From an optimization exercise on the open Yosys and OpenROAD flow, aimed at small area, a short achievable clock period and few clock cycles per item; shortcuts taken in it are not production practice.
RTL that was checked went through simulation tests only; none was proved equivalent to the original.
Power and IR drop assume default switching activity.

Setup of run A:
Design blackhole_core, start of the top module:
module blackhole_core (
    input  wire        clk,
    input  wire        rst,
    input  wire        cmd_valid,
    input  wire [31:0] cmd_word,
    output wire        cmd_ready,
    output wire        busy,
    input  wire [2:0]  sr_sel,
    output reg  [31:0] sr_data,
    output wire        map_req,
    output wire [1:0]  map_space,
    output wire [31:0] map_size,
    input  wire        map_ok,
    input  wire        map_fail,
    output wire        rd_req,
    output wire [1:0]  rd_space,
    output wire [31:0] rd_addr,
    input  wire        rd_ack,
    input  wire [7:0]  rd_data,
    output wire        wr_req,
    output wire [1:0]  wr_sink,
    output wire [3:0]  wr_len,
    output wire [63:0] wr_data,
    input  wire        wr_ack,
    input  wire [3:0]  wr_accepted,
    input  wire        wr_fail
);
Settings: LEC_CHECK=0, CAP_MARGIN=20, CORE_MARGIN=2, CORE_UTILIZATION=40, CTS_BUF_LIST=sky130_fd_sc_hd__clkbuf_16, CTS_CLUSTER_DIAMETER=60, CTS_CLUSTER_SIZE=25, PLACE_DENSITY=0.6, SETUP_SLACK_MARGIN=3.5, SLEW_MARGIN=20, SYNTH_HIERARCHICAL=1; clock period 8.0 ns.
standard.sh (not shown) runs the stock make flow with config.mk's settings and CLKGATE_MAP_FILE= SYNTH_SCRIPT=/design/flow/synth_recipe.tcl, a recipe that flattens the netlist after the stock synthesis.
==> flow/flow/run.sh <==
#!/bin/bash
# The standard layout, with the port buffers made of buf_2 cells (the
# standard flow's buffer_ports picks clkdlybuf4s50_1, which is larger and
# slower); repair may still resize them.
set -euo pipefail
export BUFFER_PORTS_ARGS="-buffer_cell sky130_fd_sc_hd__buf_2"
bash standard.sh > standard.log 2>&1
Testbench counts of run A, summed over its fixed seeds: cycles 20,438, bytes 5,372.
The inputs of run B differ from those of run A as listed below.
--- a/flow/design.v
+++ b/flow/design.v
@@ -79,30 +79,33 @@
     reg [7:0]  obuf  [0:6];
     reg [7:0]  slot7;         
     reg [7:0]  obyte;         
     reg        lofold;        
     reg        mdef;          
     reg [2:0]  wsel;
     reg [3:0]  wlen;
     reg        f_lt0, f_lt1, f_exit, lastf;
     reg        lenok, vshort, vempty, vexit, seq, in_vhm;
     wire [3:0] w_op = cmd_word[31:28];
-    wire       w_reset;
+    wire       w_reset, ready_int, w_reset_unused;
     wire idle = (st == S_IDLE);
     assign busy = !idle;
     wire rdy_asm   = idle && (asm_cnt != 2'd0);
     wire rdy_start = idle && (phase == PH_START);
     wire rdy_df    = idle && ((phase == PH_DONE) || (phase == PH_FAILED));
     blackhole_cmd_ready u_rdy (
         .w(cmd_word), .rdy_asm(rdy_asm), .rdy_start(rdy_start), .rdy_df(rdy_df),
-        .ready(cmd_ready), .w_reset(w_reset));
-    wire take  = cmd_valid && cmd_ready;
+        .ready(cmd_ready), .w_reset(w_reset_unused));
+    blackhole_cmd_ready u_rdy_int (
+        .w(cmd_word), .rdy_asm(rdy_asm), .rdy_start(rdy_start), .rdy_df(rdy_df),
+        .ready(ready_int), .w_reset(w_reset));
+    wire take  = cmd_valid && ready_int;
     wire take0 = take && (asm_cnt == 2'd0);
     wire takex = take && (asm_cnt != 2'd0);
     wire take_rst = cmd_valid && !rdy_asm && (rdy_start || rdy_df) && w_reset;
     assign map_req   = (st[4:3] == 2'b01);
     assign rd_req    = (st[4:3] == 2'b10);
     assign wr_req    = (st[4:3] == 2'b11);
     wire   sp_obs    = (st == S_VM1) || (st == S_VHO) || (st == S_VRO);
     wire   sp_map    = (st == S_VM2) || (st == S_VHM) || (st == S_VRM);
     assign map_space = {sp_map, sp_obs};
     assign rd_space  = {sp_map, sp_obs};
Going from run A to run B, the die area was enlarged.
On final critical-path share of the clock period, run A and run B are neck and neck.
Going from run A to run B, worst setup slack went up, initial antenna violation count grew by 1, post-synthesis instance area rose 0.84%.
Only the layout flow was run in run B; the RTL was not checked for function there.

P:
blackhole_core, a different RTL version from the one above (not shown whole).
For scale: ~3100 cells after synthesis, about 430 flip-flops, about 230 I/O pins, roughly 28000 um2 of cells after synthesis.
==> flow/config.mk <==
export PLATFORM = sky130hd
export DESIGN_NAME = blackhole_core
export DESIGN_NICKNAME = blackhole_core
export VERILOG_FILES = /design/flow/design.v
export SDC_FILE = /design/flow/constraint.sdc
export NUM_CORES = 4
export LEC_CHECK = 0
export CAP_MARGIN = 20
export CORE_MARGIN = 2
export CORE_UTILIZATION = 40
export CTS_BUF_LIST = sky130_fd_sc_hd__clkbuf_4 sky130_fd_sc_hd__clkbuf_8
export PLACE_DENSITY = 0.6
export SETUP_SLACK_MARGIN = 3.5
export SLEW_MARGIN = 20
export SYNTH_HIERARCHICAL = 1
==> flow/constraint.sdc <==
create_clock -name core_clock -period 8.0 [get_ports {clk}]
set_input_delay 1.6000 -clock core_clock [delete_from_list [all_inputs] [get_ports {clk}]]
set_output_delay 1.6000 -clock core_clock [all_outputs]
set_load 0.01 [all_outputs]
==> flow/flow/run.sh <==
#!/bin/bash
# The standard layout, with the port buffers made of buf_1 cells (the
# standard flow's buffer_ports picks clkdlybuf4s50_1, which is larger and
# slower); repair may still resize them.
set -euo pipefail
export BUFFER_PORTS_ARGS="-buffer_cell sky130_fd_sc_hd__buf_1"
bash standard.sh > standard.log 2>&1
The inputs of Q differ from those of P as listed below.
-- flow/design.v --
<<< P, line 87
    reg        lenok, vshort, vempty, vexit, seq, in_vhm;
    wire [3:0] w_op = cmd_word[31:28];
    wire       w_reset, w_legal;
    wire idle = (st == S_IDLE);
    assign busy = !idle;
>>> Q, line 87
    reg        lenok, vshort, vempty, vexit, seq, in_vhm;
    wire [3:0] w_op = cmd_word[31:28];
    wire       w_reset, ready_int, w_reset_unused;
    wire idle = (st == S_IDLE);
    assign busy = !idle;
<<< P, line 95
    blackhole_cmd_ready u_rdy (
        .w(cmd_word), .rdy_asm(rdy_asm), .rdy_start(rdy_start), .rdy_df(rdy_df),
        .ready(cmd_ready), .w_reset(w_reset), .w_legal(w_legal));
    wire take0 = cmd_valid && !rdy_asm && ((rdy_start && w_legal) || (rdy_df && w_reset));
    wire takex = cmd_valid && rdy_asm;
    wire take_rst = cmd_valid && !rdy_asm && (rdy_start || rdy_df) && w_reset;
    assign map_req   = (st[4:3] == 2'b01);
>>> Q, line 95
    blackhole_cmd_ready u_rdy (
        .w(cmd_word), .rdy_asm(rdy_asm), .rdy_start(rdy_start), .rdy_df(rdy_df),
        .ready(cmd_ready), .w_reset(w_reset_unused));
    blackhole_cmd_ready u_rdy_int (
        .w(cmd_word), .rdy_asm(rdy_asm), .rdy_start(rdy_start), .rdy_df(rdy_df),
        .ready(ready_int), .w_reset(w_reset));
    wire take  = cmd_valid && ready_int;
    wire take0 = take && (asm_cnt == 2'd0);
    wire takex = take && (asm_cnt != 2'd0);
    wire take_rst = cmd_valid && !rdy_asm && (rdy_start || rdy_df) && w_reset;
    assign map_req   = (st[4:3] == 2'b01);
<<< P, line 483
    input  wire        rdy_df,
    output wire        ready,
    output wire        w_reset,
    output wire        w_legal
);
    wire [3:0] op = w[31:28];
>>> Q, line 487
    input  wire        rdy_df,
    output wire        ready,
    output wire        w_reset
);
    wire [3:0] op = w[31:28];
<<< P, line 502
    assign w_reset = z_hi && (op == 4'd13) && z_y && z_x;
    assign ready = rdy_asm || (rdy_start && legal) || (rdy_df && w_reset);
    assign w_legal = legal;
endmodule
module blackhole_status (
>>> Q, line 505
    assign w_reset = z_hi && (op == 4'd13) && z_y && z_x;
    assign ready = rdy_asm || (rdy_start && legal) || (rdy_df && w_reset);
endmodule
module blackhole_status (
Arrival time at the worst endpoint in Q is 200 ps lower than in P
Diff Q and P: combinational share of power lower in Q
There was hardly any difference in full die area between P and Q.
Q ends up with lower share of layout cells above drive strength 1 than P does.
Row area of the multi-input gates: Q higher / P lower
Comparing Q and P, the higher final hold slack is on P.
Looking at Q and P, the part of the power in the clock network is a wash.
Between P and Q, the flow reports via count decreasing slightly.
Looking at pre-CTS setup slack, Q sits 230 ps below P.
There was hardly any difference in design area between P and Q.
Q consumes less power than P does.
No run of this note included a check of the RTL's function; only the layout flow was run.

[separate check: timing with driven ports]
No port has a modelled driver above. Below, the same layouts with a new extraction and two added sets of constraints. Step 1 assumes that a clkbuf_16 drives the clock port and a buf_2 every other input. Step 2 moves the port delays by t, midway between the first and last clock arrival at a register: inputs arrive t later, outputs are due t later. That takes back most of the time a late clock gives input paths. Three values: ideal ports, drivers, drivers and shift; two values: the first two.
run | t (ns) | slack for setup (ns) | worst setup path after step 2 | latest minus earliest clock arrival (ns)
run A | 0.656 | 3.356 / 3.318 / 2.909 | input to register | 0.037 / 0.038
run B | 0.655 | 3.361 / 3.313 / 2.883 | input to register | 0.037 / 0.037
P | 0.746 | 3.016 / 2.995 / 2.756 | input to register | 0.048 / 0.048
Q | 0.736 | 3.218 / 3.150 / 2.891 | input to register | 0.041 / 0.041
After both steps setup and hold are still met in every run listed. For run B, which loses most, drivers alone change the setup slack by -0.048 ns; drivers and shift together by -0.478 ns.
